Background: an optimization exercise with open tools, aiming at small area, a short achievable clock period and few clock cycles per item. Do not read the settings as production practice.
The RTL was checked by simulation tests, not by an equivalence proof against the original design.
Power and IR drop assume default switching activity.

## flow/design.v (module list and top-level ports; edited modules follow where they fit)
// module fpalu_add_align: 29 lines
// module fpalu_add_norm: 26 lines
// module fpalu_add_round: 17 lines
// module fpalu_mul_tree: 1045 lines
// module fpalu_intround: 29 lines
// module fpalu_less: 15 lines
// module fpalu: 195 lines
module fpalu (
    input  wire        clk,
    input  wire        rst,           
    input  wire        in_valid,
    output wire        in_ready,
    input  wire [4:0]  in_op,
    input  wire [31:0] in_a,
    input  wire [31:0] in_b,
    output reg         out_valid,
    output reg  [31:0] out_result
);
  // ...
==> flow/run.sh <==
#!/bin/bash
# synth_recipe.tcl (not shown) runs the flow's synth.tcl, then flattens the netlist and writes it again
# the make line also repeats each setting of config.mk as NAME=value (left out here)
make -C /OpenROAD-flow-scripts/flow DESIGN_CONFIG=/design/flow/config.mk WORK_HOME=/design/flow/orfs CLKGATE_MAP_FILE= SYNTH_SCRIPT=/design/flow/synth_recipe.tcl finish
==> flow/config.mk <==
export PLATFORM = sky130hd
export DESIGN_NAME = fpalu
export DESIGN_NICKNAME = fpalu
export VERILOG_FILES = /design/flow/design.v
export SDC_FILE = /design/flow/constraint.sdc
export NUM_CORES = 4
export LEC_CHECK = 0
export CAP_MARGIN = 20
export CORE_MARGIN = 2
export CORE_UTILIZATION = 40
export SLEW_MARGIN = 20
==> flow/constraint.sdc <==
create_clock -name core_clock -period 22.0 [get_ports {clk}]
set_input_delay 4.4000 -clock core_clock [delete_from_list [all_inputs] [get_ports {clk}]]
set_output_delay 4.4000 -clock core_clock [all_outputs]
set_load 0.01 [all_outputs]
==> flow_metrics.env, run 1 <==
export IMPL_met3_usage=0.0833
export IMPL_swShare=0.460
export IMPL_cp_num_buf_inv=1
export IMPL_cp_max_fo=27
export IMPL_clkbuf_count=53
export IMPL_hpwlAfterDp_um=98100
export IMPL_cts_root_buf="clkbuf_16"
export IMPL_wl_met3_um=14300
export IMPL_outcome="complete, no violations"
export IMPL_syn_nets=5226
export IMPL_p_int_mw=2.18
export IMPL_drt_iter0_drc=3345
export IMPL_worst_path_stages=17
export IMPL_max_stage_delay_ns=0.85
export IMPL_drc=0
export IMPL_postCtsHoldBufs=0
export IMPL_vias=31700
export IMPL_r2r_start="b[3]"
export IMPL_cts_setup_buffers=0
export IMPL_die_area_sq_mm=0.0948
export IMPL_instances_no_fill=5670
export IMPL_final_cell_mix="inv_1 (706), fa_1 (487), nor2_1 (406)"
export IMPL_buf_share=0.0401
export IMPL_start_util=0.403
export IMPL_io_buffers=104
export IMPL_numClockSinks=338
export IMPL_holdWs_ns=0.327
export IMPL_yosys_register_bits=338
export IMPL_numCtsBuffers=42
export IMPL_clkPwrFrac=0.186
export IMPL_yosys_area_share_simple=0.183
export IMPL_maxCapViolCount=0
export IMPL_maxUsedRoutingLayer="met5"
export IMPL_yosysTopAreaCell="fa_1"
export IMPL_die_w_um=308
export IMPL_pre_cts_ws_ns=15.19
export IMPL_maxPowerGroup="combinational logic"
export IMPL_r2r_cells=17
export IMPL_critPathCapture="x1[0]"
export IMPL_power_total_mw=4.04
export IMPL_seq_cell_count=338
Testbench counts, summed over its fixed seeds: cycles 40,032, items 40,000.
==> module fpalu_add_norm, before the edit <==
module fpalu_add_norm (
    input  wire [22:0] f_big,
    input  wire [27:0] x_sml,
    input  wire        sub,
    output wire [22:0] z_hi,
    output wire        rnd,
    output wire        stk,
    output wire [4:0]  lz
);
    wire [27:0] x_big = {1'b1, f_big, 4'b0000};
    wire [28:0] x_sum = {1'b0, x_big} + ({1'b0, x_sml} ^ {29{sub}}) + {28'd0, sub};
    wire [28:0] z0 = x_sum;
    assign lz[4] = (z0[28:13] == 16'd0);
    wire [28:0] z1 = lz[4] ? {z0[12:0], 16'd0} : z0;
    assign lz[3] = (z1[28:21] == 8'd0);
    wire [28:0] z2 = lz[3] ? {z1[20:0], 8'd0} : z1;
    assign lz[2] = (z2[28:25] == 4'd0);
    wire [28:0] z3 = lz[2] ? {z2[24:0], 4'd0} : z2;
    assign lz[1] = (z3[28:27] == 2'd0);
    wire [28:0] z4 = lz[1] ? {z3[26:0], 2'd0} : z3;
    assign lz[0] = ~z4[28];
    wire [28:0] z  = lz[0] ? {z4[27:0], 1'b0} : z4;
    assign z_hi   = z[27:5];
    assign rnd    = z[4];
    assign stk    = |z[3:0];
endmodule
==> module fpalu_intround, before the edit <==
module fpalu_intround (
    input  wire [31:0] a,
    output reg  [31:0] floor_y,
    output reg  [31:0] ceil_y,
    output reg  [31:0] round_y
);
    wire       s = a[31];
    wire [7:0] e = a[30:23];
    wire is_small = (e < 8'd127);    
    wire is_whole = (e >= 8'd150);   
    wire [4:0]  ip    = e[4:0] - 5'd31;           
    wire [22:0] fmask = 23'h7FFFFF >> ip;
    wire [30:0] trunc    = {a[30:23], a[22:0] & ~fmask};
    wire        has_frac = |(a[22:0] & fmask);
    wire [30:0] inc      = {a[30:23], a[22:0] | fmask} + 31'd1;
    wire [31:0] mag_down = is_small ? 32'h00000000 : is_whole ? a : {s, trunc};
    wire [31:0] mag_up   = is_small ? {s, 31'h3F800000} :
                           (is_whole || !has_frac) ? a : {s, inc};
    wire [22:0] half = fmask ^ {1'b0, fmask[22:1]};    
    wire        k1   = (e == 8'd126) ? 1'b1 : |(a[22:0] & half);
    wire        k0   = (e == 8'd126) ? a[22] : |(a[22:0] & {1'b0, half[22:1]});
    wire        near = (e >= 8'd126) && (e <= 8'd149);
    wire        up   = near && k1 && (k0 || s);
    always @(*) begin
        floor_y = is_small ? (s ? 32'hBF800000 : 32'h00000000) : mag_down;
        ceil_y  = is_small ? (s ? 32'h00000000 : 32'h3F800000) : mag_up;
        round_y = up ? mag_up : mag_down;
    end
endmodule
==> module fpalu, before the edit <==
module fpalu (
    input  wire        clk,
    input  wire        rst,           
    input  wire        in_valid,
    output wire        in_ready,
    input  wire [4:0]  in_op,
    input  wire [31:0] in_a,
    input  wire [31:0] in_b,
    output reg         out_valid,
    output reg  [31:0] out_result
);
    localparam OP_MOVE  = 5'd2;
    localparam OP_FADD  = 5'd3;
    localparam OP_FSUB  = 5'd4;
    localparam OP_FNEG  = 5'd5;
    localparam OP_FMUL  = 5'd6;
    localparam OP_FLOOR = 5'd8;
    localparam OP_CEIL  = 5'd9;
    localparam OP_ROUND = 5'd10;
    localparam OP_FABS  = 5'd11;
    localparam OP_FINV  = 5'd12;
    localparam OP_MIN   = 5'd13;
    localparam OP_MAX   = 5'd14;
    localparam [31:0] SENT = 32'hFFFFFFFF;
    assign in_ready = 1'b1;
    reg        v0;
    reg [4:0]  op;
    reg [31:0] a, b;
    always @(posedge clk) begin
        if (rst) v0 <= 1'b0;
        else     v0 <= in_valid;
        op <= in_op;
        a  <= in_a;
        b  <= in_b;
    end
    wire is_add = (op == OP_FADD) || (op == OP_FSUB);
    wire is_mul = (op == OP_FMUL);
    wire a_ge, mag_eq, a_less_b, b_less_a;
    fpalu_less u_less (
        .a      (a),
        .b      (b),
        .a_ge   (a_ge),
        .mag_eq (mag_eq),
        .a_lt_b (a_less_b),
        .b_lt_a (b_less_a)
    );
    wire a_special = (a == SENT) || (a[30:0] == 31'h7F800000);
    wire b_special = (b == SENT) || (b[30:0] == 31'h7F800000);
    wire a_zero    = (a[30:0] == 31'd0);
    wire b_zero    = (b[30:0] == 31'd0);
    wire [31:0] bb = {b[31] ^ (op == OP_FSUB), b[30:0]};
    wire bb_special = (bb == SENT) || (b[30:0] == 31'h7F800000);
    wire [31:0] floor_res, ceil_res, round_res;
    fpalu_intround u_intround (
        .a       (a),
        .floor_y (floor_res),
        .ceil_y  (ceil_res),
        .round_y (round_res)
    );
    reg [31:0] byp;
    reg        done;
    always @(*) begin
        done = 1'b1;
        case (op)
            OP_MOVE:  byp = a;
            OP_FADD, OP_FSUB: begin
                if (a_special || bb_special) byp = SENT;
                else if (a_zero)             byp = bb;
                else if (b_zero)            byp = a;
                else                        byp = 32'h00000000;   
                done = a_special || bb_special || a_zero || b_zero ||
                       (mag_eq && (a[31] != bb[31]));
            end
            OP_FNEG:  byp = a ^ 32'h80000000;
            OP_FMUL: begin
                if (a_special || b_special) byp = SENT;
                else                        byp = {a[31] ^ b[31], 31'd0};
                done = a_special || b_special || a_zero || b_zero;
            end
            OP_FLOOR: byp = floor_res;
            OP_CEIL:  byp = ceil_res;
            OP_ROUND: byp = round_res;
            OP_FABS:  byp = a & 32'h7FFFFFFF;
            OP_FINV:  byp = a ^ 32'h80000000;
            OP_MIN:   byp = b_less_a ? b : a;
            OP_MAX:   byp = a_less_b ? b : a;
            default:  byp = 32'h00000000;
        endcase
    end
    wire        al_s, al_sub;
    wire [7:0]  al_e;
    wire [22:0] al_f;
    wire [27:0] al_x;
    fpalu_add_align u_align (
        .a     (a),
        .b     (bb),
        .a_ge  (a_ge),
        .s_big (al_s),
        .e_big (al_e),
        .f_big (al_f),
        .x_sml (al_x),
        .sub   (al_sub)
    );
    wire [47:0] t0, t1;
    fpalu_mul_tree u_tree (
        .ma ({1'b1, a[22:0]}),
        .mb ({1'b1, b[22:0]}),
        .r0 (t0),
        .r1 (t1)
    );
    wire [15:0] t_lo = {1'b0, t0[14:0]} + {1'b0, t1[14:0]};
    wire [9:0] e0   = {2'b00, a[30:23]} + {2'b00, b[30:23]} - 10'd127;
    wire       bad0 = e0[9] || (e0 == 10'd0) || (e0 > 10'd254);
    wire       bad1 = e0[9] || (e0 > 10'd253);
    reg        v1;
    reg        add1, mul1;
    reg [31:0] byp1;
    reg        s1, sub1;
    reg [7:0]  e1;
    reg [22:0] f1;
    reg [27:0] x1;
    reg [32:0] p0, p1;
    reg        pc1;
    reg        bad0_1, bad1_1;
    always @(posedge clk) begin
        if (rst) v1 <= 1'b0;
        else     v1 <= v0;
        add1 <= is_add && !done;
        mul1 <= is_mul && !done;
        byp1 <= byp;
        s1   <= is_mul ? (a[31] ^ b[31]) : al_s;
        e1   <= is_mul ? e0[7:0] : al_e;
        sub1 <= al_sub;
        f1   <= al_f;
        x1   <= al_x;
        p0   <= t0[47:15];
        p1   <= t1[47:15];
        pc1  <= t_lo[15];
        bad0_1 <= bad0;
        bad1_1 <= bad1;
    end
    wire [22:0] nz_hi;
    wire        n_rnd, n_stk;
    wire [4:0]  n_lz;
    fpalu_add_norm u_norm (
        .f_big  (f1),
        .x_sml  (x1),
        .sub    (sub1),
        .z_hi   (nz_hi),
        .rnd    (n_rnd),
        .stk    (n_stk),
        .lz     (n_lz)
    );
    wire [32:0] pq    = p0 + p1 + {32'd0, pc1};
    wire [24:0] ph    = pq[32:8];
    wire [7:0]  me    = ph[24] ? e1 + 8'd1 : e1;
    wire [22:0] mfrac = ph[24] ? ph[23:1] : ph[22:0];
    wire        mbad  = ph[24] ? bad1_1 : bad0_1;
    wire [31:0] mul_res = mbad ? SENT : {s1, me, mfrac};
    reg        v2;
    reg        add2;
    reg [31:0] byp2;
    reg        s2;
    reg [22:0] z2;
    reg        rnd2, stk2;
    reg [7:0]  e2;
    reg [4:0]  lz2;
    always @(posedge clk) begin
        if (rst) v2 <= 1'b0;
        else     v2 <= v1;
        add2 <= add1;
        byp2 <= mul1 ? mul_res : byp1;
        s2   <= s1;
        z2   <= nz_hi;
        rnd2 <= n_rnd;
        stk2 <= n_stk;
        e2   <= e1;
        lz2  <= n_lz;
    end
    wire [31:0] add_res;
    fpalu_add_round u_round (
        .s      (s2),
        .z_hi   (z2),
        .rnd    (rnd2),
        .stk    (stk2),
        .e_big  (e2),
        .lz     (lz2),
        .y      (add_res)
    );
    always @(posedge clk) begin
        if (rst) out_valid <= 1'b0;
        else     out_valid <= v2;
        out_result <= add2 ? add_res : byp2;
    end
endmodule
==> run 2, diff against run 1 <==
--- a/flow/design.v
+++ b/flow/design.v
@@ -1,23 +1,34 @@
-module fpalu_add_align (
+module fpalu_add_order (
     input  wire [31:0] a,
     input  wire [31:0] b,
     input  wire        a_ge,      
     output wire        s_big,
     output wire [7:0]  e_big,
     output wire [22:0] f_big,
-    output wire [27:0] x_sml,
+    output wire [22:0] f_sml,
+    output wire [4:0]  shamt,
     output wire        sub
 );
-    wire [7:0]  ea = a[30:23];
-    wire [7:0]  eb = b[30:23];
+    wire [7:0] ea = a[30:23];
+    wire [7:0] eb = b[30:23];
     assign s_big = a_ge ? a[31] : b[31];
     assign e_big = a_ge ? ea : eb;
     assign f_big = a_ge ? a[22:0] : b[22:0];
+    assign f_sml = a_ge ? b[22:0] : a[22:0];
     assign sub   = a[31] ^ b[31];
-    wire [23:0] m_sml = {1'b1, a_ge ? b[22:0] : a[22:0]};
-    wire [7:0]  diff  = a_ge ? (ea - eb) : (eb - ea);
-    wire [4:0]  shamt = (diff[7:5] != 3'd0) ? 5'd31 : diff[4:0];
-    wire [27:0] sh0 = {m_sml, 4'b0000};
+    wire [7:0] dab = ea - eb;
+    wire [7:0] dba = eb - ea;
+    wire [7:0] diff = a_ge ? dab : dba;
+    assign shamt = (diff[7:5] != 3'd0) ? 5'd31 : diff[4:0];
+endmodule
+module fpalu_add_sum (
+    input  wire [22:0] f_big,
+    input  wire [22:0] f_sml,
+    input  wire [4:0]  shamt,
+    input  wire        sub,
+    output wire [28:0] x_sum
+);
+    wire [27:0] sh0 = {1'b1, f_sml, 4'b0000};
     wire [27:0] sh1 = shamt[0] ? {1'b0,  sh0[27:1]}  : sh0;
     wire [27:0] sh2 = shamt[1] ? {2'b0,  sh1[27:2]}  : sh1;
     wire [27:0] sh3 = shamt[2] ? {4'b0,  sh2[27:4]}  : sh2;
@@ -25,19 +36,17 @@
     wire [27:0] sh5 = shamt[4] ? {16'b0, sh4[27:16]} : sh4;
     wire sticky = (shamt[2] & (|sh2[3:0])) | (shamt[3] & (|sh3[7:0])) |
                   (shamt[4] & (|sh4[15:0]));
-    assign x_sml = {sh5[27:1], sh5[0] | sticky};
+    wire [27:0] x_sml = {sh5[27:1], sh5[0] | sticky};
+    wire [27:0] x_big = {1'b1, f_big, 4'b0000};
+    assign x_sum = {1'b0, x_big} + ({1'b0, x_sml} ^ {29{sub}}) + {28'd0, sub};
 endmodule
 module fpalu_add_norm (
-    input  wire [22:0] f_big,
-    input  wire [27:0] x_sml,
-    input  wire        sub,
+    input  wire [28:0] x_sum,
     output wire [22:0] z_hi,
     output wire        rnd,
     output wire        stk,
     output wire [4:0]  lz
 );
-    wire [27:0] x_big = {1'b1, f_big, 4'b0000};
-    wire [28:0] x_sum = {1'b0, x_big} + ({1'b0, x_sml} ^ {29{sub}}) + {28'd0, sub};
     wire [28:0] z0 = x_sum;
     assign lz[4] = (z0[28:13] == 16'd0);
     wire [28:0] z1 = lz[4] ? {z0[12:0], 16'd0} : z0;
@@ -49,26 +58,9 @@
     wire [28:0] z4 = lz[1] ? {z3[26:0], 2'd0} : z3;
     assign lz[0] = ~z4[28];
     wire [28:0] z  = lz[0] ? {z4[27:0], 1'b0} : z4;
-    assign z_hi   = z[27:5];
-    assign rnd    = z[4];
-    assign stk    = |z[3:0];
-endmodule
-module fpalu_add_round (
-    input  wire        s,
-    input  wire [22:0] z_hi,
-    input  wire        rnd,
-    input  wire        stk,
-    input  wire [7:0]  e_big,
-    input  wire [4:0]  lz,
-    output wire [31:0] y
-);
-    wire [9:0]  e_norm    = {2'b00, e_big} + 10'd1 - {5'd0, lz};
-    wire        round_up  = rnd & (stk | s);
-    wire [30:0] packed_ef = {e_norm[7:0], z_hi} + {30'd0, round_up};
-    wire e_low  = e_norm[9] || (e_norm == 10'd0);
-    wire e_high = (e_norm[9:8] == 2'b01) || (e_norm[7:0] == 8'hFF);
-    wire range_bad = e_low || e_high || (packed_ef[30:23] == 8'hFF);
-    assign y = range_bad ? 32'hFFFFFFFF : {s, packed_ef};
+    assign z_hi = z[27:5];
+    assign rnd  = z[4];
+    assign stk  = |z[3:0];
 endmodule
 module fpalu_mul_tree (
     input  wire [23:0] ma,
@@ -1117,32 +1109,26 @@
 endmodule
 module fpalu_intround (
     input  wire [31:0] a,
-    output reg  [31:0] floor_y,
-    output reg  [31:0] ceil_y,
-    output reg  [31:0] round_y
+    input  wire        is_floor,
+    input  wire        is_ceil,    
+    output wire [31:0] y,
+    output wire        inc
 );
     wire       s = a[31];
     wire [7:0] e = a[30:23];
     wire is_small = (e < 8'd127);    
-    wire is_whole = (e >= 8'd150);   
-    wire [4:0]  ip    = e[4:0] - 5'd31;           
-    wire [22:0] fmask = 23'h7FFFFF >> ip;
-    wire [30:0] trunc    = {a[30:23], a[22:0] & ~fmask};
-    wire        has_frac = |(a[22:0] & fmask);
-    wire [30:0] inc      = {a[30:23], a[22:0] | fmask} + 31'd1;
-    wire [31:0] mag_down = is_small ? 32'h00000000 : is_whole ? a : {s, trunc};
-    wire [31:0] mag_up   = is_small ? {s, 31'h3F800000} :
-                           (is_whole || !has_frac) ? a : {s, inc};
-    wire [22:0] half = fmask ^ {1'b0, fmask[22:1]};    
-    wire        k1   = (e == 8'd126) ? 1'b1 : |(a[22:0] & half);
-    wire        k0   = (e == 8'd126) ? a[22] : |(a[22:0] & {1'b0, half[22:1]});
-    wire        near = (e >= 8'd126) && (e <= 8'd149);
-    wire        up   = near && k1 && (k0 || s);
-    always @(*) begin
-        floor_y = is_small ? (s ? 32'hBF800000 : 32'h00000000) : mag_down;
-        ceil_y  = is_small ? (s ? 32'h00000000 : 32'h3F800000) : mag_up;
-        round_y = up ? mag_up : mag_down;
-    end
+    wire [7:0]  ip    = e - 8'd127;
+    wire [22:0] fmask = (ip[7:5] != 3'd0) ? 23'd0 : (23'h7FFFFF >> ip[4:0]);
+    wire has_frac = |(a[22:0] & fmask);
+    wire [22:0] half = fmask ^ {1'b0, fmask[22:1]};
+    wire        k1   = |(a[22:0] & half);
+    wire        k0   = |(a[22:0] & {1'b0, half[22:1]});
+    wire up = is_floor ? 1'b0 : is_ceil ? has_frac : (k1 & (k0 | s));
+    wire one = is_floor ? s : is_ceil ? ~s : ((e == 8'd126) & (a[22] | s));
+    assign y   = is_small ? (one ? {s, 31'h3F800000} : 32'h00000000) :
+                 up       ? {s, a[30:23], a[22:0] | fmask} :
+                            {s, a[30:23], a[22:0] & ~fmask};
+    assign inc = ~is_small & up;
 endmodule
 module fpalu_less (
     input  wire [31:0] a,
@@ -1211,12 +1197,14 @@
     wire b_zero    = (b[30:0] == 31'd0);
     wire [31:0] bb = {b[31] ^ (op == OP_FSUB), b[30:0]};
     wire bb_special = (bb == SENT) || (b[30:0] == 31'h7F800000);
-    wire [31:0] floor_res, ceil_res, round_res;
+    wire [31:0] ir_y;
+    wire        ir_inc;
     fpalu_intround u_intround (
-        .a       (a),
-        .floor_y (floor_res),
-        .ceil_y  (ceil_res),
-        .round_y (round_res)
+        .a        (a),
+        .is_floor (op == OP_FLOOR),
+        .is_ceil  (op == OP_CEIL),
+        .y        (ir_y),
+        .inc      (ir_inc)
     );
     reg [31:0] byp;
     reg        done;
@@ -1227,8 +1215,8 @@
             OP_FADD, OP_FSUB: begin
                 if (a_special || bb_special) byp = SENT;
                 else if (a_zero)             byp = bb;
-                else if (b_zero)            byp = a;
-                else                        byp = 32'h00000000;   
+                else if (b_zero)             byp = a;
+                else                         byp = 32'h00000000;   
                 done = a_special || bb_special || a_zero || b_zero ||
                        (mag_eq && (a[31] != bb[31]));
             end
@@ -1238,9 +1226,7 @@
                 else                        byp = {a[31] ^ b[31], 31'd0};
                 done = a_special || b_special || a_zero || b_zero;
             end
-            OP_FLOOR: byp = floor_res;
-            OP_CEIL:  byp = ceil_res;
-            OP_ROUND: byp = round_res;
+            OP_FLOOR, OP_CEIL, OP_ROUND: byp = ir_y;
             OP_FABS:  byp = a & 32'h7FFFFFFF;
             OP_FINV:  byp = a ^ 32'h80000000;
             OP_MIN:   byp = b_less_a ? b : a;
@@ -1248,19 +1234,21 @@
             default:  byp = 32'h00000000;
         endcase
     end
-    wire        al_s, al_sub;
-    wire [7:0]  al_e;
-    wire [22:0] al_f;
-    wire [27:0] al_x;
-    fpalu_add_align u_align (
+    wire byp_inc = ((op == OP_FLOOR) || (op == OP_CEIL) || (op == OP_ROUND)) && ir_inc;
+    wire        od_s, od_sub;
+    wire [7:0]  od_e;
+    wire [22:0] od_fb, od_fs;
+    wire [4:0]  od_sh;
+    fpalu_add_order u_order (
         .a     (a),
         .b     (bb),
         .a_ge  (a_ge),
-        .s_big (al_s),
-        .e_big (al_e),
-        .f_big (al_f),
-        .x_sml (al_x),
-        .sub   (al_sub)
+        .s_big (od_s),
+        .e_big (od_e),
+        .f_big (od_fb),
+        .f_sml (od_fs),
+        .shamt (od_sh),
+        .sub   (od_sub)
     );
     wire [47:0] t0, t1;
     fpalu_mul_tree u_tree (
@@ -1276,41 +1264,40 @@
     reg        v1;
     reg        add1, mul1;
     reg [31:0] byp1;
+    reg        inc1;
     reg        s1, sub1;
     reg [7:0]  e1;
-    reg [22:0] f1;
-    reg [27:0] x1;
+    reg [22:0] fb1, fs1;
+    reg [4:0]  sh1;
     reg [32:0] p0, p1;
     reg        pc1;
     reg        bad0_1, bad1_1;
     always @(posedge clk) begin
         if (rst) v1 <= 1'b0;
         else     v1 <= v0;
-        add1 <= is_add && !done;
-        mul1 <= is_mul && !done;
-        byp1 <= byp;
-        s1   <= is_mul ? (a[31] ^ b[31]) : al_s;
-        e1   <= is_mul ? e0[7:0] : al_e;
-        sub1 <= al_sub;
-        f1   <= al_f;
-        x1   <= al_x;
-        p0   <= t0[47:15];
-        p1   <= t1[47:15];
-        pc1  <= t_lo[15];
+        add1   <= is_add && !done;
+        mul1   <= is_mul && !done;
+        byp1   <= byp;
+        inc1   <= byp_inc;
+        s1     <= is_mul ? (a[31] ^ b[31]) : od_s;
+        e1     <= is_mul ? e0[7:0] : od_e;
+        sub1   <= od_sub;
+        fb1    <= od_fb;
+        fs1    <= od_fs;
+        sh1    <= od_sh;
+        p0     <= t0[47:15];
+        p1     <= t1[47:15];
+        pc1    <= t_lo[15];
         bad0_1 <= bad0;
         bad1_1 <= bad1;
     end
-    wire [22:0] nz_hi;
-    wire        n_rnd, n_stk;
-    wire [4:0]  n_lz;
-    fpalu_add_norm u_norm (
-        .f_big  (f1),
-        .x_sml  (x1),
-        .sub    (sub1),
-        .z_hi   (nz_hi),
-        .rnd    (n_rnd),
-        .stk    (n_stk),
-        .lz     (n_lz)
+    wire [28:0] x_sum;
+    fpalu_add_sum u_sum (
+        .f_big (fb1),
+        .f_sml (fs1),
+        .shamt (sh1),
+        .sub   (sub1),
+        .x_sum (x_sum)
     );
     wire [32:0] pq    = p0 + p1 + {32'd0, pc1};
     wire [24:0] ph    = pq[32:8];
@@ -1318,39 +1305,54 @@
     wire [22:0] mfrac = ph[24] ? ph[23:1] : ph[22:0];
     wire        mbad  = ph[24] ? bad1_1 : bad0_1;
     wire [31:0] mul_res = mbad ? SENT : {s1, me, mfrac};
+    wire [31:0] word = mul1 ? mul_res : byp1;
     reg        v2;
-    reg        add2;
-    reg [31:0] byp2;
+    reg        pass2, inc2;
     reg        s2;
-    reg [22:0] z2;
-    reg        rnd2, stk2;
     reg [7:0]  e2;
-    reg [4:0]  lz2;
+    reg [28:0] x2;
     always @(posedge clk) begin
         if (rst) v2 <= 1'b0;
         else     v2 <= v1;
-        add2 <= add1;
-        byp2 <= mul1 ? mul_res : byp1;
-        s2   <= s1;
-        z2   <= nz_hi;
-        rnd2 <= n_rnd;
-        stk2 <= n_stk;
-        e2   <= e1;
-        lz2  <= n_lz;
+        pass2 <= !add1;
+        inc2  <= inc1 && !mul1;
+        s2    <= add1 ? s1 : word[31];
+        e2    <= add1 ? e1 : word[30:23];
+        x2    <= add1 ? x_sum : {1'b1, word[22:0], 5'b00000};
     end
-    wire [31:0] add_res;
-    fpalu_add_round u_round (
-        .s      (s2),
-        .z_hi   (z2),
-        .rnd    (rnd2),
-        .stk    (stk2),
-        .e_big  (e2),
-        .lz     (lz2),
-        .y      (add_res)
+    wire [22:0] nz;
+    wire        n_rnd, n_stk;
+    wire [4:0]  n_lz;
+    fpalu_add_norm u_norm (
+        .x_sum (x2),
+        .z_hi  (nz),
+        .rnd   (n_rnd),
+        .stk   (n_stk),
+        .lz    (n_lz)
     );
+    wire [9:0] e_norm = {2'b00, e2} + 10'd1 - {5'd0, n_lz};
+    wire e_low  = e_norm[9] || (e_norm == 10'd0);
+    wire e_high = (e_norm[9:8] == 2'b01) || (e_norm[7:0] == 8'hFF);
+    reg        v3;
+    reg        chk3, bad3, up3;
+    reg        s3;
+    reg [7:0]  e3;
+    reg [22:0] z3;
+    always @(posedge clk) begin
+        if (rst) v3 <= 1'b0;
+        else     v3 <= v2;
+        chk3 <= !pass2;
+        bad3 <= !pass2 && (e_low || e_high);
+        up3  <= pass2 ? inc2 : (n_rnd && (n_stk || s2));
+        s3   <= s2;
+        e3   <= pass2 ? e2 : e_norm[7:0];
+        z3   <= nz;
+    end
+    wire [30:0] sum = {e3, z3} + {30'd0, up3};
+    wire        bad = bad3 || (chk3 && (sum[30:23] == 8'hFF));
     always @(posedge clk) begin
         if (rst) out_valid <= 1'b0;
-        else     out_valid <= v2;
-        out_result <= add2 ? add_res : byp2;
+        else     out_valid <= v3;
+        out_result <= bad ? SENT : {s3, sum};
     end
 endmodule
==> flow/flow/run.sh (new file) <==
#!/bin/bash
# Standard layout, with the timing repair aiming for 16.5 ns of setup slack
# (a ~5.5 ns clock) instead of 0: the design's clock and constraints
# are unchanged, only the repair works harder on the longest paths.
set -euo pipefail
export SETUP_SLACK_MARGIN=16.5
bash standard.sh > standard_flow.log 2>&1
==> flow/standard.sh (new file) <==
#!/bin/bash
# synth_recipe.tcl (not shown) runs the flow's synth.tcl, then flattens the netlist and writes it again
# the make line also repeats each setting of config.mk as NAME=value (left out here)
make -C /OpenROAD-flow-scripts/flow DESIGN_CONFIG=/design/flow/config.mk WORK_HOME=/design/flow/orfs CLKGATE_MAP_FILE= SYNTH_SCRIPT=/design/flow/synth_recipe.tcl "${@:-finish}"
removed: flow/run.sh
==> run 2 against run 1 <==
Effect of this change: register-to-register slack better by 1.7 ns; still clean on timing, DRC and antenna; sequential power down 0.5%; maximum frequency up 27%.
==> flow_metrics.env, run 2 <==
export IMPL_synth_edf_count=0
export IMPL_syn_nets=5014
export IMPL_cp_top_family="flip-flops"
export IMPL_synthTopCellsByArea="fa_1 (27%), dfxtp_1 (19%), inv_1 (7.2%)"
export IMPL_numClockSinks=343
export IMPL_io_pins=106
export IMPL_r2r_slack_ns=16.74
export IMPL_vias=30700
export IMPL_required_ns=17.60
export IMPL_synth_top_area_share=0.267
export IMPL_max_stage_delay_ns=0.31
export IMPL_worst_slew_pin_slew_ns=1.19
export IMPL_powerDensity_mw_per_mm2=98.3
export IMPL_yosys_warnings=1
export IMPL_p_leak_nw=18.6
export IMPL_postSynth_asyncResetShare=0
export IMPL_post_route_min_period_ns=5.46
export IMPL_yosys_cell_types_count=115
export IMPL_grt_max_degree=81
export IMPL_grt_pass1_vias=31200
export IMPL_cp_startpoint="out_result[19]"
export IMPL_route_antenna_remaining_nets=0
export IMPL_clk_latency_ns=0.64
export IMPL_swShare=0.463
export IMPL_first_pass_iters=6
export IMPL_setup_viol=0
export IMPL_cp_cell_sequence="buf_2"
export IMPL_io_buffers=104
export IMPL_finClkSkew_ns=0.0207
export IMPL_yosys_register_bits=343
export IMPL_r2r_cells=13
export IMPL_ys_seq_area_frac=0.188
export IMPL_start_util=0.405
export IMPL_hold_depth=0
export IMPL_drt_iter0_drc=3318
export IMPL_worst_hold_path_type="flop to flop"
export IMPL_ir_worst_vdd_mv=0.0832
export IMPL_mostFrequentLayoutCell="inv_1"
export IMPL_path_class="flop to output port"
export IMPL_multi_input_comb_area_sq_mm=0.0259
export IMPL_area_delta_synth_final_pct=10.1
export IMPL_fillers=8874
export IMPL_cp_num_buf_inv=1
export IMPL_power_frac_comb=0.583
export IMPL_cp_arrival_ns=1.06
export IMPL_grt_pass1_wl_um=189000
export IMPL_timing_hold_worst_endpoint="s3"
export IMPL_drc=0
export IMPL_regToRegEndpoint="p1[7]"
export IMPL_htree_levels=2
export IMPL_path_clk_slew_ns=0.06
export IMPL_timing_fmax_ghz=0.183
export IMPL_slew_violations=0
export IMPL_post_route_period_util=0.248
export IMPL_place_congestion=0.971
export IMPL_hpwlAfterDp_um=88500
export IMPL_netlist_area_sq_mm=0.0365
export IMPL_synth_common_cells="inv_1 (703), fa_1 (487), nand2_1 (385)"
export IMPL_instances_no_fill=5482
export IMPL_cp_max_fo=1
export IMPL_synth_most_common_cell="inv_1"
export IMPL_drive_above_1_share=0.0732
export IMPL_r2r_start="b[5]"
export IMPL_die_height_um=306
export IMPL_antenna_found_initial=5
export IMPL_layout_nets=5017
export IMPL_rsz0062_at_grt="true"
export IMPL_cp_start_kind="flop"
export IMPL_grt_use_total=0.264
export IMPL_via_per_inst=5.60
export IMPL_avgSynthCellArea_sq_um=8.57
export IMPL_synth_cells=4266
export IMPL_setup_tns_ns=0
export IMPL_routedWlPerCell_um=22.6
export IMPL_numCtsBuffers=44
export IMPL_post_dp_cell_area_sq_mm=0.0385
export IMPL_synth_main_ff_cell="dfxtp_1"
export IMPL_cts_tree="done"
export IMPL_final_design_area_no_fill_sq_mm=0.0402
export IMPL_core_sq_mm=0.0903
export IMPL_clock_path_buffers=3
export IMPL_worst_path_stages=1
export IMPL_regArea_sq_mm=0.00689
export IMPL_holdWs_ns=0.407
export IMPL_cp_slowest_cell="dfxtp_1"
export IMPL_maxCapViolCount=0
export IMPL_switchingPower_mw=1.83
export IMPL_seqPwrFrac=0.215
export IMPL_final_cell_mix="inv_1 (703), fa_1 (487), nand2_1 (385)"
export IMPL_slew_headroom=0.208
export IMPL_wl_um=124000
export IMPL_hold_viol_final=0
export IMPL_yosysTopAreaCell="fa_1"
export IMPL_outcome="complete, no violations"
export IMPL_power_total_mw=3.96
export IMPL_die_area_sq_mm=0.0938
export IMPL_clkPwrFrac=0.202
export IMPL_postCtsHoldBufs=0
export IMPL_gr_total_overflow=0
export IMPL_min_from="s2"
export IMPL_cts_root_buf="clkbuf_16"
export IMPL_fp_row_count=110
export IMPL_p_int_mw=2.12
export IMPL_endpoint_kind="output port"
export IMPL_post_place_cells=5385
export IMPL_die_w_um=306
-- run 2: changes by cell type after synthesis, moves of 13 or more --
cell	delta
clkbuf_1	-36
xor2_1	-14
nor2_1	-109
a21oi_1	-42
o21ai_1	+14
o21ai_0	-45
a22oi_1	-13
a221oi_1	-29
and2_1	+28
a211oi_1	-21
-- run 2: metal layers --
metal,vias up,part of all wire,global-route usage
met5,-,0.00029,0
met1,14900,0.40,0.346
met3,401,0.094,0.0550
li1,13800,-,-
met2,1605,0.45,0.420
met4,6,0.052,0.123
-- run 2: final cells by class --
type                       instances  share of cell area
sequential                       343               0.171
clock buffer                      51              0.0290
clock inverter                    30              0.0106
timing repair buffer             188              0.0400
multi-input combinational       2967               0.645
inverter                         725              0.0680
tap                             1176              0.0366
antenna                            2            0.000124
-- run 2: worst max path at each step --
| stage | slack (ns) | endpoint |
|---|---|---|
| after detailed placement | 16.02 | p1[7] |
| final | 16.54 | out_result[19] |
| after floorplan | 17.06 | p1[7] |
| after global routing | 16.49 | out_result[16] |
| after CTS | 16.49 | out_result[26] |
| after global placement | 16.15 | p1[7] |
-- run 2: cells by family (layout without fill, tap and decap cells) --
logic type,after synthesis,count (layout),share of synthesized area
adders and majority gates,676,676,0.332
buffers and inverters,958,994,0.104
other,1,3,0.000103
DFF,343,343,0.188
and+or+nand+nor,1317,1318,0.179
xor gates and xnor gates,116,116,0.0278
muxes,117,117,0.0396
AOI/OAI and AO/OA,738,739,0.130
-- run 2: stage by stage --
step	worst slack, ns	util
floorplan	17.06	-
global placement	16.15	0.427
detailed placement	16.02	0.427
CTS	16.49	0.443
global route	16.49	0.446
finish	16.54	0.446
-- run 2: power by group through the flow --
| stage | registers, mW | clock network, mW | logic, mW |
|---|---|---|---|
| global route | 0.860 | 0.838 | 2.59 |
| floorplan | 0.835 | 0 | 1.56 |
| global placement | 0.859 | 0 | 2.20 |
| CTS | 0.847 | 0.815 | 2.27 |
| finish | 0.851 | 0.799 | 2.31 |
| detailed placement | 0.860 | 0 | 2.27 |
-- run 2: repair_timing --
action	in CTS	in global routing
gates resized for setup	148	29
cloned	1	2
pin swaps	1	5
endpoints found under the hold margin	0	0
setup endpoints to repair	60	41
setup buffers	0	11
-- run 2: worst reg2reg max path: stages, from the launching register on --
cell and delay, ns:
dfxtp_2 0.72, clkinv_1 0.57, nor2_1 0.26, fa_1 0.47, fa_1 0.54, inv_1 0.05, fa_1 0.51, inv_1 0.06
fa_1 0.53, inv_1 0.05, fa_1 0.39, fa_1 0.52, inv_1 0.05, fa_1 0.44
Testbench counts of run 2, summed over its fixed seeds: cycles 40,040, items 40,000.
==> run 3, diff against run 2 <==
==> flow/flow/run.sh (replaced) <==
#!/bin/bash
# Standard layout, with the timing repair aiming for 16 ns of setup slack
# (a ~6 ns clock) instead of 0: the design's clock and constraints
# are unchanged, only the repair works harder on the longest paths.
set -euo pipefail
export SETUP_SLACK_MARGIN=16
bash standard.sh > standard_flow.log 2>&1
==> run 3 against run 2 <==
Effect of this change: combinational power about the same; cell area decreased by 0.22%; cell count decreased by 0.26%; critical endpoint is now p1[7]; sequential share of layout area about the same; highest routed layer unchanged; sequential cell count unchanged; register-to-register slack got worse by 0.72 ns; total power about the same; synthesized cell count unchanged.
==> flow_metrics.env, run 3 <==
export IMPL_area_delta_synth_final_pct=9.89
export IMPL_die_area_sq_mm=0.0938
export IMPL_synthTopCellsByArea="fa_1 (27%), dfxtp_1 (19%), inv_1 (7.2%)"
export IMPL_drc=0
export IMPL_grt_max_degree=81
export IMPL_routedWlPerCell_um=22.5
export IMPL_cp_arrival_ns=6.50
export IMPL_switchingPower_mw=1.83
export IMPL_fillers=8866
export IMPL_p_leak_nw=18.5
export IMPL_post_route_min_period_ns=5.98
export IMPL_rsz0062_at_grt="true"
export IMPL_post_route_period_util=0.272
export IMPL_yosys_cell_types_count=115
export IMPL_numCtsBuffers=44
export IMPL_cp_start_kind="flop"
export IMPL_ys_seq_area_frac=0.188
export IMPL_cts_root_buf="clkbuf_16"
export IMPL_die_height_um=306
export IMPL_pre_cts_ws_ns=16.02
export IMPL_seqPwrFrac=0.215
export IMPL_worst_slew_pin_slew_ns=1.17
export IMPL_yosys_warnings=1
export IMPL_drt_iter0_drc=3321
export IMPL_power_total_mw=3.95
export IMPL_io_pins=106
export IMPL_powerDensity_mw_per_mm2=98.5
export IMPL_gr_total_overflow=0
export IMPL_synth_common_cells="inv_1 (703), fa_1 (487), nand2_1 (385)"
export IMPL_via_per_inst=5.58
export IMPL_final_core_util=0.445
export IMPL_hold_viol_final=0
export IMPL_clkPwrFrac=0.202
export IMPL_yosysTopAreaCell="fa_1"
export IMPL_numClockSinks=343
export IMPL_finClkSkew_ns=0.0230
export IMPL_hpwlAfterDp_um=88500
export IMPL_syn_nets=5014
export IMPL_fin_ws_ns=16.02
export IMPL_antenna_found_initial=5
export IMPL_mostFrequentLayoutCell="inv_1"
export IMPL_postCtsHoldBufs=0
export IMPL_drive_above_1_share=0.0583
export IMPL_power_frac_comb=0.583
export IMPL_worst_hold_path_type="flop to flop"
export IMPL_yosys_register_bits=343
export IMPL_core_sq_mm=0.0903
export IMPL_path_class="flop to flop"
export IMPL_io_buffers=104
export IMPL_wl_um=123000
export IMPL_maxCapViolCount=0
export IMPL_swShare=0.462
export IMPL_final_cell_mix="inv_1 (703), fa_1 (487), nand2_1 (385)"
export IMPL_multi_input_comb_area_sq_mm=0.0259
export IMPL_place_congestion=0.971
export IMPL_path_clk_slew_ns=0.07
export IMPL_timing_fmax_ghz=0.167
export IMPL_cts_tree="done"
export IMPL_postSynth_asyncResetShare=0
export IMPL_synth_most_common_cell="inv_1"
export IMPL_fp_row_count=110
export IMPL_first_pass_iters=8
export IMPL_setup_viol=0
export IMPL_layout_nets=5004
export IMPL_required_ns=22.52
export IMPL_ir_worst_vdd_mv=0.0833
export IMPL_regArea_sq_mm=0.00687
export IMPL_p_int_mw=2.13
export IMPL_endpoint_kind="flop"
export IMPL_synth_top_area_share=0.267
export IMPL_start_util=0.405
export IMPL_slew_violations=0
export IMPL_htree_levels=2
export IMPL_clk_latency_ns=0.64
export IMPL_vias=30500
export IMPL_outcome="complete, no violations"
export IMPL_cp_max_fo=18
export IMPL_grt_pass1_vias=31200
export IMPL_setup_tns_ns=0
export IMPL_netlist_area_sq_mm=0.0365
export IMPL_grt_pass1_wl_um=189000
export IMPL_grt_use_total=0.264
export IMPL_slew_headroom=0.217
export IMPL_die_w_um=306
export IMPL_cts_setup_buffers=0
export IMPL_synth_edf_count=0
export IMPL_synth_main_ff_cell="dfxtp_1"
export IMPL_route_antenna_remaining_nets=0
export IMPL_synth_cells=4266
export IMPL_avgSynthCellArea_sq_um=8.57
export IMPL_clock_path_buffers=3
run 3: cell counts after synthesis:
No cell type changed its count.
run 3: what timing repair did:
action	4_1_cts	5_1_grt
gates resized for setup	0	5
setup endpoints to repair	0	17
hold endpoints to repair	0	0
run 3: area by class of cell:
cell class                 count  area share
multi-input combinational   2966       0.645
sequential                   343       0.171
inverter                     725      0.0679
timing repair buffer         176      0.0396
tap                         1176      0.0366
clock buffer                  51      0.0291
clock inverter                30      0.0106
antenna                        1   0.0000623
run 3: worst max-delay path: stages (launching register included):
cell        delay [ns]
dfxtp_1           1.08
clkinvlp_4        0.86
nor2_1            0.30
fa_1              0.48
fa_1              0.54
inv_1             0.05
fa_1              0.51
inv_1             0.06
fa_1              0.53
inv_1             0.05
fa_1              0.39
fa_1              0.51
inv_1             0.05
fa_1              0.44
run 3: layer usage:
metal	track usage	vias up	part of all wire
met5	0	-	0.00035
met1	0.345	14900	0.41
met4	0.123	6	0.051
met3	0.0550	399	0.094
met2	0.419	1548	0.45
li1	-	13700	-
run 3: worst paths after layout:
path	cells after the start	startpoint	to	slack [ns]
setup / recovery	13	a[16]	p1[7]	16.02
hold / removal	0	s2	s3	0.41
setup reg to reg	13	a[16]	p1[7]	16.02
hold reg to reg	0	s2	s3	0.41
run 3: kinds of logic after synthesis:
logic type	after synthesis	share of synthesized area
other cells	1	0.000103
xor+xnor	116	0.0278
buf+inv	958	0.104
compound gates	738	0.130
mux	117	0.0396
simple gates	1317	0.179
flops	343	0.188
fa+ha+maj	676	0.332
run 3: power by group through the flow:
stage	Combinational (mW)	Sequential [mW]	Clock, mW
global route	2.59	0.858	0.838
detailed placement	2.27	0.860	0
CTS	2.28	0.847	0.815
floorplan	1.56	0.835	0
finish	2.31	0.850	0.799
global placement	2.20	0.859	0
run 3: through the flow:
step,hold WS (ns),std cells,cell area [sq um]
finish,0.407,5468,40200
global route,0.406,5468,40200
CTS,0.413,5466,40100
detailed placement,0.403,5385,38500
global placement,0.400,5385,38500
floorplan,0.331,4266,36500
==> run 4, diff against run 3 <==
==> flow/run.sh (new file) <==
#!/bin/bash
# synth_recipe.tcl (not shown) runs the flow's synth.tcl, then flattens the netlist and writes it again
# the make line also repeats each setting of config.mk as NAME=value (left out here)
make -C /OpenROAD-flow-scripts/flow DESIGN_CONFIG=/design/flow/config.mk WORK_HOME=/design/flow/orfs CLKGATE_MAP_FILE= SYNTH_SCRIPT=/design/flow/synth_recipe.tcl finish
removed: flow/flow/run.sh
removed: flow/standard.sh
==> run 4 against run 3 <==
Effect of this change: critical path type unchanged; maximum frequency decreased by 2.2%; worst hold slack improved by 0.00061 ns; sequential power about the same; sequential cell count unchanged; critical path depth unchanged; first-iteration DRC count decreased by 3.9%; clock-buffer cell count unchanged; still clean on timing, DRC and antenna; worst setup slack got worse by 0.14 ns; synthesized cell count unchanged; die area unchanged; combinational power about the same; cell area about the same.
==> flow_metrics.env, run 4 <==
export IMPL_avgSynthCellArea_sq_um=8.57
export IMPL_path_clk_slew_ns=0.07
export IMPL_synth_edf_count=0
export IMPL_clock_path_buffers=3
export IMPL_fillers=8868
export IMPL_worst_slew_pin_slew_ns=1.19
export IMPL_drive_above_1_share=0.0576
export IMPL_hpwlAfterDp_um=88500
export IMPL_timing_fmax_ghz=0.163
export IMPL_antenna_found_initial=5
export IMPL_setup_tns_ns=0
export IMPL_synthTopCellsByArea="fa_1 (27%), dfxtp_1 (19%), inv_1 (7.2%)"
export IMPL_r2r_slack_ns=15.88
export IMPL_hold_depth=0
export IMPL_final_core_util=0.445
export IMPL_endpoint_kind="flop"
export IMPL_die_area_sq_mm=0.0938
export IMPL_syn_nets=5014
export IMPL_fp_row_count=110
export IMPL_numCtsBuffers=44
export IMPL_synth_cells=4266
export IMPL_synth_common_cells="inv_1 (703), fa_1 (487), nand2_1 (385)"
export IMPL_drt_iter0_drc=3191
export IMPL_yosys_cell_types_count=115
export IMPL_final_cell_mix="inv_1 (703), fa_1 (487), nand2_1 (385)"
export IMPL_slew_headroom=0.205
export IMPL_yosys_register_bits=343
export IMPL_worst_hold_path_type="flop to flop"
export IMPL_ir_worst_vdd_mv=0.0833
export IMPL_maxCapViolCount=0
export IMPL_layout_nets=5003
export IMPL_seqPwrFrac=0.215
export IMPL_cts_resized=0
export IMPL_slew_violations=0
export IMPL_p_leak_nw=18.5
export IMPL_r2r_cells=13
export IMPL_rsz0062_at_grt="false"
export IMPL_via_per_inst=5.60
export IMPL_m1WireLength_um=50200
export IMPL_power_frac_comb=0.583
export IMPL_post_place_cells=5385
export IMPL_grt_pass1_vias=31200
export IMPL_cts_setup_buffers=0
export IMPL_io_pins=106
export IMPL_mostFrequentLayoutCell="inv_1"
export IMPL_synth_main_ff_cell="dfxtp_1"
export IMPL_finClkSkew_ns=0.0272
export IMPL_yosys_warnings=1
export IMPL_hold_viol_final=0
export IMPL_wl_met2_um=55200
export IMPL_powerDensity_mw_per_mm2=98.6
export IMPL_netlist_area_sq_mm=0.0365
export IMPL_setup_viol=0
export IMPL_htree_levels=2
export IMPL_postCtsHoldBufs=0
export IMPL_wl_met3_um=11500
export IMPL_synth_most_common_cell="inv_1"
export IMPL_place_congestion=0.971
export IMPL_fin_ws_ns=15.88
export IMPL_clk_latency_ns=0.65
export IMPL_switchingPower_mw=1.83
export IMPL_synth_top_area_share=0.267
export IMPL_post_route_min_period_ns=6.12
export IMPL_postSynth_asyncResetShare=0
export IMPL_die_height_um=306
export IMPL_drc=0
export IMPL_ys_seq_area_frac=0.188
export IMPL_cts_root_buf="clkbuf_16"
export IMPL_die_w_um=306
export IMPL_pre_cts_ws_ns=16.02
export IMPL_first_pass_iters=6
export IMPL_outcome="complete, no violations"
export IMPL_gr_total_overflow=0
export IMPL_clkPwrFrac=0.202
export IMPL_yosysTopAreaCell="fa_1"
export IMPL_core_sq_mm=0.0903
export IMPL_numClockSinks=343
export IMPL_instances_no_fill=5468
export IMPL_routedWlPerCell_um=22.6
export IMPL_path_class="flop to flop"
export IMPL_post_route_period_util=0.278
export IMPL_p_int_mw=2.13
export IMPL_maxUsedRoutingLayer="met5"
export IMPL_grt_use_total=0.264
export IMPL_swShare=0.463
export IMPL_required_ns=22.52
export IMPL_area_delta_synth_final_pct=9.83
export IMPL_start_util=0.405
export IMPL_cp_max_fo=18
export IMPL_io_buffers=104
export IMPL_cp_start_kind="flop"
export IMPL_vias=30600
export IMPL_wl_um=123000
export IMPL_cp_arrival_ns=6.64
export IMPL_grt_pass1_wl_um=189000
export IMPL_grt_max_degree=81
export IMPL_cts_tree="done"
export IMPL_route_antenna_remaining_nets=0
==> run 4: kinds of logic after synthesis <==
logic type / share of synthesized area
adders and majority gates: 0.332
buffers and inverters: 0.104
xor gates and xnor gates: 0.0278
DFF: 0.188
other: 0.000103
muxes: 0.0396
AOI/OAI and AO/OA: 0.130
and+or+nand+nor: 0.179
==> run 4: metrics by stage <==
step	cell area (sq um)	total power [mW]	hold WS, ns
finish	40100	3.96	0.407
global route	40100	4.29	0.406
CTS	40100	3.94	0.413
detailed placement	38500	3.13	0.403
global placement	38500	3.05	0.400
floorplan	36500	2.40	0.331
==> run 4: final timing paths <==
check / end / startpoint
setup / recovery: p1[7] / a[16]
hold reg to reg: s3 / s2
setup reg to reg: p1[7] / a[16]
hold / removal: s3 / s2
==> run 4: final cells by class <==
type	count	area, sq um	area share
well taps	1176	1470	0.0367
multi-input cells	2965	25900	0.645
flip-flops and latches	343	6870	0.171
diodes	2	5.00	0.000125
repair buffers	176	1580	0.0394
clock buffers	51	1170	0.0291
inverters	725	2720	0.0679
clock inverters	30	427	0.0106
==> run 4: critical path, stage by stage, from the launching register on <==
cell and delay (ns):
dfxtp_1 1.00, clkinv_1 1.02, nor2_1 0.35, fa_1 0.48, fa_1 0.54, inv_1 0.05
fa_1 0.51, inv_1 0.06, fa_1 0.53, inv_1 0.05, fa_1 0.39, fa_1 0.52
inv_1 0.05, fa_1 0.44
==> run 4: metal layers <==
metal	GRT usage	vias up
met4	0.123	6
li1	-	13700
met3	0.0550	435
met5	0	-
met2	0.419	1579
met1	0.345	14900
==> run 4: power groups by stage <==
| stage | clock network [mW] | registers, mW | logic (mW) |
|---|---|---|---|
| after floorplan | 0 | 0.835 | 1.56 |
| after global routing | 0.838 | 0.858 | 2.59 |
| final | 0.800 | 0.850 | 2.31 |
| after global placement | 0 | 0.859 | 2.20 |
| after CTS | 0.815 | 0.847 | 2.28 |
| after detailed placement | 0 | 0.860 | 2.27 |

[static timing again, ports no longer ideal]
The flow's constraints put no driver on any port. The routed layouts listed below were extracted and timed again, unchanged, in two steps.
Step 1 assumes that a clkbuf_16 drives the clock port and a buf_2 every other input.
Step 2 times the ports against the registers' clock, not the clock port: input delays grow and output delays shrink by t, the midpoint of the rising clock arrivals with the driver on.
a / b / c = ideal / step 1 / step 2; a / b = the first two.
| run | t, ns | setup slack, ns | clock arrival spread, ns | slew at the worst register clock pin (ns) |
|---|---|---|---|---|
| run 1 | 0.674 | 15.040 / 15.040 / 15.040 | 0.036 / 0.035 | 0.07 / 0.07 |
| run 2 | 0.704 | 16.539 / 16.467 / 16.739 | 0.021 / 0.021 | 0.07 / 0.07 |
| run 3 | 0.704 | 16.017 / 16.017 / 16.017 | 0.023 / 0.023 | 0.07 / 0.07 |
| run 4 | 0.706 | 15.882 / 15.882 / 15.882 | 0.027 / 0.027 | 0.07 / 0.07 |
After both steps every run listed still meets setup and hold.
